Context: an optimization exercise on an open-source flow, tuned for small area, a short achievable clock period and few clock cycles. The choices shown serve that exercise and are no tape-out recipe.
No run shown here included a check of the RTL's function; only the layout flow was run.
Power and IR drop assume default switching activity.

==> flow/design.v, too long to show whole: its modules and the start of the top module <==
// module wallet_add32: 36 lines
// module coin_wallet: 7213 lines
module coin_wallet(clk, rst, in_valid, in_ready, in_data, out_valid, out_ready, out_data, out_last, coin_edge, ms_tick, restore_valid, restore_bal, restore_cnt, bal, cnt, zind, save_req);
  // ...
==> flow/run.sh <==
#!/bin/bash
# synth_recipe.tcl (not shown) runs the flow's synth.tcl, then flattens the netlist and writes it again
# the make line also repeats each setting of config.mk as NAME=value (left out here)
make -C /OpenROAD-flow-scripts/flow DESIGN_CONFIG=/design/flow/config.mk WORK_HOME=/design/flow/orfs CLKGATE_MAP_FILE= SYNTH_SCRIPT=/design/flow/synth_recipe.tcl finish
==> flow/config.mk <==
export PLATFORM = sky130hd
export DESIGN_NAME = coin_wallet
export DESIGN_NICKNAME = coin_wallet
export VERILOG_FILES = /design/flow/design.v
export SDC_FILE = /design/flow/constraint.sdc
export NUM_CORES = 4
export LEC_CHECK = 0
export ABC_AREA = 1
export CAP_MARGIN = 0
export CORE_MARGIN = 2
export CORE_UTILIZATION = 40
export SETUP_SLACK_MARGIN = 4.0
export SLEW_MARGIN = 0
==> flow/constraint.sdc <==
create_clock -name core_clock -period 8.0 [get_ports {clk}]
set_input_delay 1.6000 -clock core_clock [delete_from_list [all_inputs] [get_ports {clk}]]
set_output_delay 1.6000 -clock core_clock [all_outputs]
set_load 0.01 [all_outputs]
==> notes.md, run 1 <==
# TYPE chip_impl_metric gauge
chip_impl_metric{name="post_layout_nonfiller_instances",unit=""} 4150
chip_impl_metric{name="die_height",unit="µm"} 252
chip_impl_metric{name="detail_routed_net_length_per_standard_cell",unit="µm"} 20.2
chip_impl_metric{name="number_of_buffers_created_by_cts",unit=""} 47
chip_impl_metric{name="relSlewSlack",unit="%"} 27.7
chip_impl_metric{name="filler_cell_count",unit=""} 5832
chip_impl_info{name="grt_most_used_layer",value="met2"} 1
chip_impl_metric{name="critical_path_depth",unit=""} 22
chip_impl_info{name="tritoncts_clock_tree",value="yes"} 1
chip_impl_metric{name="violation_count_after_the_first_detailed_route_iteration",unit=""} 2322
chip_impl_info{name="timing.hold.worst_endpoint",value="ex1"} 1
chip_impl_metric{name="wl_on_met1",unit="mm"} 34.6
chip_impl_info{name="outcome",value="timing/DRC/antenna clean"} 1
chip_impl_metric{name="layout.buffer.nonclock.area_share",unit="%"} 7.35
chip_impl_metric{name="timing.reg2reg.worst_path_depth",unit=""} 22
chip_impl_metric{name="worstHoldPathCells",unit=""} 1
chip_impl_metric{name="clock_skew",unit="ns"} 0.0370
chip_impl_info{name="worst_hold_startpoint",value="ex1"} 1
chip_impl_metric{name="yosysTopAreaCellShare",unit="%"} 28.1
chip_impl_metric{name="dr_total_vias",unit=""} 24000
chip_impl_info{name="critPathLaunchType",value="flip-flop"} 1
chip_impl_metric{name="post-place-cells",unit=""} 4010
chip_impl_metric{name="clkTransAtPathRegs",unit="ns"} 0.06
chip_impl_metric{name="fin_worst_hold_slack",unit="ns"} 0.413
chip_impl_metric{name="antenna_found_initial",unit=""} 1
==> run 2: changes to the inputs <==
--- a/flow/config.mk
+++ b/flow/config.mk
@@ -11,3 +11,3 @@
 export CORE_UTILIZATION = 40
-export SETUP_SLACK_MARGIN = 4.0
+export SETUP_SLACK_MARGIN = 4.2
 export SLEW_MARGIN = 0
==> notes.md, run 2 <==
# TYPE chip_impl_metric gauge
chip_impl_info{name="outcome",value="timing/DRC/antenna clean"} 1
chip_impl_metric{name="wirelength",unit="mm"} 84.9
chip_impl_metric{name="insertedDiodeCount",unit=""} 0
chip_impl_metric{name="critPathMaxFanout",unit=""} 3
chip_impl_info{name="r2r-start",value="amt_val[1]"} 1
chip_impl_info{name="synthTopCellsByArea",value="sky130_fd_sc_hd__edfxtp_1 (28%), sky130_fd_sc_hd__dfxtp_1 (13%), sky130_fd_sc_hd__nand2_1 (9.4%)"} 1
chip_impl_info{name="synthDominantAreaCellType",value="sky130_fd_sc_hd__edfxtp_1"} 1
chip_impl_metric{name="clock_tree.htree_level_count",unit=""} 2
chip_impl_metric{name="worstHoldPathCells",unit=""} 1
chip_impl_metric{name="critPathBufInv",unit=""} 3
chip_impl_metric{name="r2r_setup_slk",unit="ns"} 4.05
chip_impl_metric{name="timing.reg2reg.worst_path_depth",unit=""} 25
chip_impl_metric{name="chipWidth",unit="µm"} 252
chip_impl_metric{name="irDropWorstVdd",unit="mV"} 0.158
chip_impl_metric{name="antenna_found_initial",unit=""} 1
chip_impl_metric{name="cellLeakagePower",unit="nW"} 12.2
chip_impl_metric{name="area_growth_syn_to_layout",unit="%"} 22.3
chip_impl_metric{name="detail_routed_net_length_per_standard_cell",unit="µm"} 20.3
chip_impl_info{name="synth_common_cells",value="sky130_fd_sc_hd__nand2_1 (616), sky130_fd_sc_hd__inv_1 (411), sky130_fd_sc_hd__nor2_1 (307)"} 1
chip_impl_info{name="timing_worst_setup_path_type",value="flip-flop to flip-flop"} 1
chip_impl_metric{name="final.setup.tns",unit="ns"} 0
chip_impl_metric{name="floorplan.die_area",unit="µm²"} 63400
chip_impl_metric{name="post_drt_via_cell_ratio",unit=""} 5.80
chip_impl_metric{name="grt_start_max_net_pins",unit=""} 71
chip_impl_metric{name="yosys_register_bits",unit=""} 385
chip_impl_metric{name="initial_core_util",unit="%"} 40.6
chip_impl_metric{name="grt_use_total",unit="%"} 26.0
chip_impl_info{name="timing.hold.worst_endpoint",value="ex1"} 1
chip_impl_info{name="critPathLaunchType",value="flip-flop"} 1
chip_impl_metric{name="syn-cell-area",unit="µm²"} 24500
chip_impl_metric{name="firstDrtPassIters",unit=""} 6
chip_impl_metric{name="layout-drive-gt1-share",unit="%"} 11.7
chip_impl_metric{name="violation_count_after_the_first_detailed_route_iteration",unit=""} 2187
chip_impl_info{name="worst_r2r_endpoint",value="bal[31]"} 1
chip_impl_metric{name="yosysTopAreaCellShare",unit="%"} 28.1
chip_impl_metric{name="synth-warning-count",unit=""} 2
chip_impl_metric{name="fin_total_pwr",unit="mW"} 5.55
chip_impl_info{name="layout.cells.most_common_list",value="sky130_fd_sc_hd__nand2_1 (601), sky130_fd_sc_hd__inv_1 (396), sky130_fd_sc_hd__nor2_1 (290)"} 1
chip_impl_metric{name="grt_first_pass_wirelength",unit="mm"} 131
chip_impl_info{name="setup.worst_path.end_class",value="flip-flop"} 1
chip_impl_metric{name="dp_hpwl",unit="mm"} 58.5
chip_impl_metric{name="hold_viol_final",unit=""} 0
chip_impl_metric{name="fp-row-count",unit=""} 90
chip_impl_metric{name="postSynthCellCount",unit=""} 3157
chip_impl_metric{name="synth.avg_cell_area",unit="µm²"} 7.77
chip_impl_metric{name="core_area",unit="µm²"} 60500
chip_impl_metric{name="period_share",unit="%"} 49.4
chip_impl_metric{name="number_of_buffers_created_by_cts",unit=""} 47
chip_impl_info{name="grt_setup_unrepaired",value="yes"} 1
chip_impl_metric{name="io_buffer_count",unit=""} 155
chip_impl_metric{name="die_height",unit="µm"} 252
chip_impl_metric{name="final_antenna_net_count",unit=""} 0
chip_impl_info{name="worst_hold_path_type",value="flip-flop to flip-flop"} 1
chip_impl_metric{name="clkLatencyLatePin",unit="ns"} 0.61
chip_impl_info{name="cp_top_delay_family",value="simple AND/OR/NAND/NOR gates"} 1
chip_impl_info{name="yosysMostFrequentCell",value="sky130_fd_sc_hd__nand2_1"} 1
chip_impl_metric{name="max_stage_delay",unit="ns"} 0.61
chip_impl_info{name="biggestRegsByFlops",value="d_a (39), d_b (39), d_c (39)"} 1
chip_impl_metric{name="async_s_r_ff_share_synth",unit="%"} 0
chip_impl_info{name="tritoncts_clock_tree",value="yes"} 1
chip_impl_metric{name="grt_overflow",unit=""} 0
chip_impl_info{name="worst_hold_startpoint",value="ex1"} 1
chip_impl_metric{name="dr_total_vias",unit=""} 24300
chip_impl_metric{name="drc_errors",unit=""} 0
chip_impl_metric{name="number_of_synthesized_flops_with_an_enable_pin",unit=""} 230
chip_impl_metric{name="synth.yosys.seq_area_share",unit="%"} 40.8
chip_impl_info{name="final_common_cell",value="sky130_fd_sc_hd__nand2_1"} 1
chip_impl_metric{name="worst-slew-pin-transition",unit="ns"} 1.04
chip_impl_metric{name="grt_pass1_vias",unit=""} 23800
chip_impl_metric{name="fmaxAchievable",unit="GHz"} 0.253
chip_impl_metric{name="postLayoutCoreUtil",unit="%"} 49.6
chip_impl_metric{name="clkTransAtPathRegs",unit="ns"} 0.06
chip_impl_metric{name="worstPathArrival",unit="ns"} 4.47
chip_impl_metric{name="setup_viol",unit=""} 0
chip_impl_metric{name="clk_path_buf_depth",unit=""} 3
chip_impl_metric{name="cts.sink_count",unit=""} 385
chip_impl_metric{name="finalWorstPathRequiredPeriod",unit="ns"} 3.95
chip_impl_metric{name="cp.required",unit="ns"} 8.52
chip_impl_metric{name="final_net_count",unit=""} 3586
chip_impl_metric{name="synth_cell_type_count",unit=""} 64
chip_impl_metric{name="slew_viol_final",unit=""} 0
chip_impl_metric{name="syn-num-nets",unit=""} 3375
chip_impl_metric{name="clock_skew",unit="ns"} 0.0371
chip_impl_info{name="synth_flop_cell",value="sky130_fd_sc_hd__edfxtp_1"} 1
chip_impl_metric{name="maxCapViolCount",unit=""} 0
chip_impl_info{name="cts_root_buf",value="sky130_fd_sc_hd__clkbuf_16"} 1
chip_impl_info{name="crit_slowest_cell",value="sky130_fd_sc_hd__fa_2"} 1
chip_impl_metric{name="place.gp.congestion",unit=""} 0.911
chip_impl_metric{name="ioPinCount",unit=""} 156
chip_impl_metric{name="powerDensity",unit="nW/µm²"} 185
chip_impl_metric{name="relSlewSlack",unit="%"} 30.7
-- run 2: cell count changes in the layout (fill, tap and decap cells not counted), moves of 8 or more --
cell / previous run / this run
sky130_fd_sc_hd__o21ai_1: 10 / 20
sky130_fd_sc_hd__buf_4: 67 / 80
sky130_fd_sc_hd__buf_6: 4 / 27
sky130_fd_sc_hd__o21ai_0: 292 / 281
sky130_fd_sc_hd__nand3_2: 5 / 13
-- run 2: cell families after synthesis --
logic type	count (synthesis)	share of synthesized area (%)
and+or+nand+nor	1225	21.2
AOI/OAI and AO/OA	820	20.0
buffers and inverters	536	8.27
DFF	385	40.8
adders and majority gates	139	7.85
xor gates and xnor gates	47	1.68
muxes	5	0.209
-- run 2: power breakdown --
part	internal, mW	switching (mW)
logic	0.408	0.594
clock network	1.34	0.914
registers	2.18	0.116
-- run 2: worst max-delay path by stage --
stage / cells past startpoint / to / from / slack, ns
floorplan: 23 / x_len[7] / x_msg[2] / 4.22
global placement: 8 / cnt[2] / restore_valid / 2.64
detailed placement: 8 / cnt[2] / restore_valid / 2.46
CTS: 25 / bal[31] / ib[1] / 4.03
global route: 24 / bal[31] / s_yn / 3.90
finish: 25 / bal[31] / amt_val[1] / 4.05
-- run 2: final cells by class --
class / instances / area (µm²)
tap: 782 / 978
timing repair inverter: 2 / 12.5
clock inverter: 17 / 203
timing repair buffer: 266 / 2540
multi-input combinational: 2238 / 13200
inverter: 428 / 1640
clock buffer: 71 / 1430
sequential: 385 / 10000
fill: 5641 / 30500
-- run 2: per-layer routing --
layer | track usage, % | part of all wire, % | wire (µm)
met5 | 0 | 0 | 0
met4 | 12.2 | 4.3 | 3620
met3 | 4.73 | 7.8 | 6620
met2 | 43.4 | 47 | 40100
met1 | 32.5 | 41 | 34500
-- run 2: timing repair --
action                                  CTS  global route
endpoints found under the setup margin  112            79
cloned                                    5             0
hold buffers                              0             0
setup buffers                            63            25
pin swaps                                58            52
hold endpoints to repair                  0             0
gates resized for setup                 110           105
-- run 2: worst register-to-register path: stages, from the launching register on --
cell                       delay (ns)
sky130_fd_sc_hd__edfxtp_1        0.40
sky130_fd_sc_hd__buf_4           0.17
sky130_fd_sc_hd__nor2_4          0.11
sky130_fd_sc_hd__nor2_2          0.06
sky130_fd_sc_hd__inv_1           0.10
sky130_fd_sc_hd__ha_4            0.22
sky130_fd_sc_hd__nand2_4         0.08
sky130_fd_sc_hd__nor2_4          0.05
sky130_fd_sc_hd__a211oi_4        0.22
sky130_fd_sc_hd__o21ai_2         0.11
sky130_fd_sc_hd__a21oi_2         0.14
sky130_fd_sc_hd__o21bai_2        0.09
sky130_fd_sc_hd__nand4_1         0.10
sky130_fd_sc_hd__nand3_2         0.10
sky130_fd_sc_hd__nand3_2         0.09
sky130_fd_sc_hd__nand2_2         0.07
sky130_fd_sc_hd__nand3_2         0.07
sky130_fd_sc_hd__nand3b_1        0.16
sky130_fd_sc_hd__nand3_1         0.13
sky130_fd_sc_hd__nand2_2         0.09
sky130_fd_sc_hd__a21oi_4         0.21
sky130_fd_sc_hd__buf_6           0.13
sky130_fd_sc_hd__o21ai_4         0.05
sky130_fd_sc_hd__fa_2            0.61
sky130_fd_sc_hd__nand2_2         0.06
sky130_fd_sc_hd__a221oi_2        0.24
-- run 2: stage by stage --
stage	cells	instance area [µm²]	setup WS, ns	hold slack [ns]
final	4189	30000	4.05	0.412
after global routing	4189	30000	3.90	0.427
after CTS	4164	29400	4.03	0.410
after detailed placement	4008	26900	2.46	0.403
after global placement	4008	26900	2.64	0.397
after floorplan	3157	24600	4.22	0.390

==> re-timing with driven ports <==
Ports are ideal in the flow. The routed layouts listed here were re-timed in OpenROAD. Step 1, drivers: a clkbuf_16 drives clk and a buf_2 each remaining input, both assumed. Step 2 adds t to the input delays and takes it off the output delays; t is the mean of the earliest and latest rising clock arrival at the registers after step 1. Input paths then give back, and output paths get back, about the clock's delay inside the block. Three values: ideal, step 1, step 2; two values: the first two.
run | t, ns | slack for setup (ns) | clock arrival spread, ns | worst register clock-pin slew, ns | worst data-port slew with drivers (ns)
run 1 | 0.649 | 4.055 / 4.055 / 3.689 | 0.039 / 0.039 | 0.06 / 0.06 | 0.06
run 2 | 0.657 | 4.051 / 4.051 / 3.733 | 0.041 / 0.041 | 0.06 / 0.06 | 0.07
After both steps setup and hold are still met in every run listed. The setup slack of run 1, which loses most, moves by 0.000 ns with the drivers and by -0.366 ns with both steps.
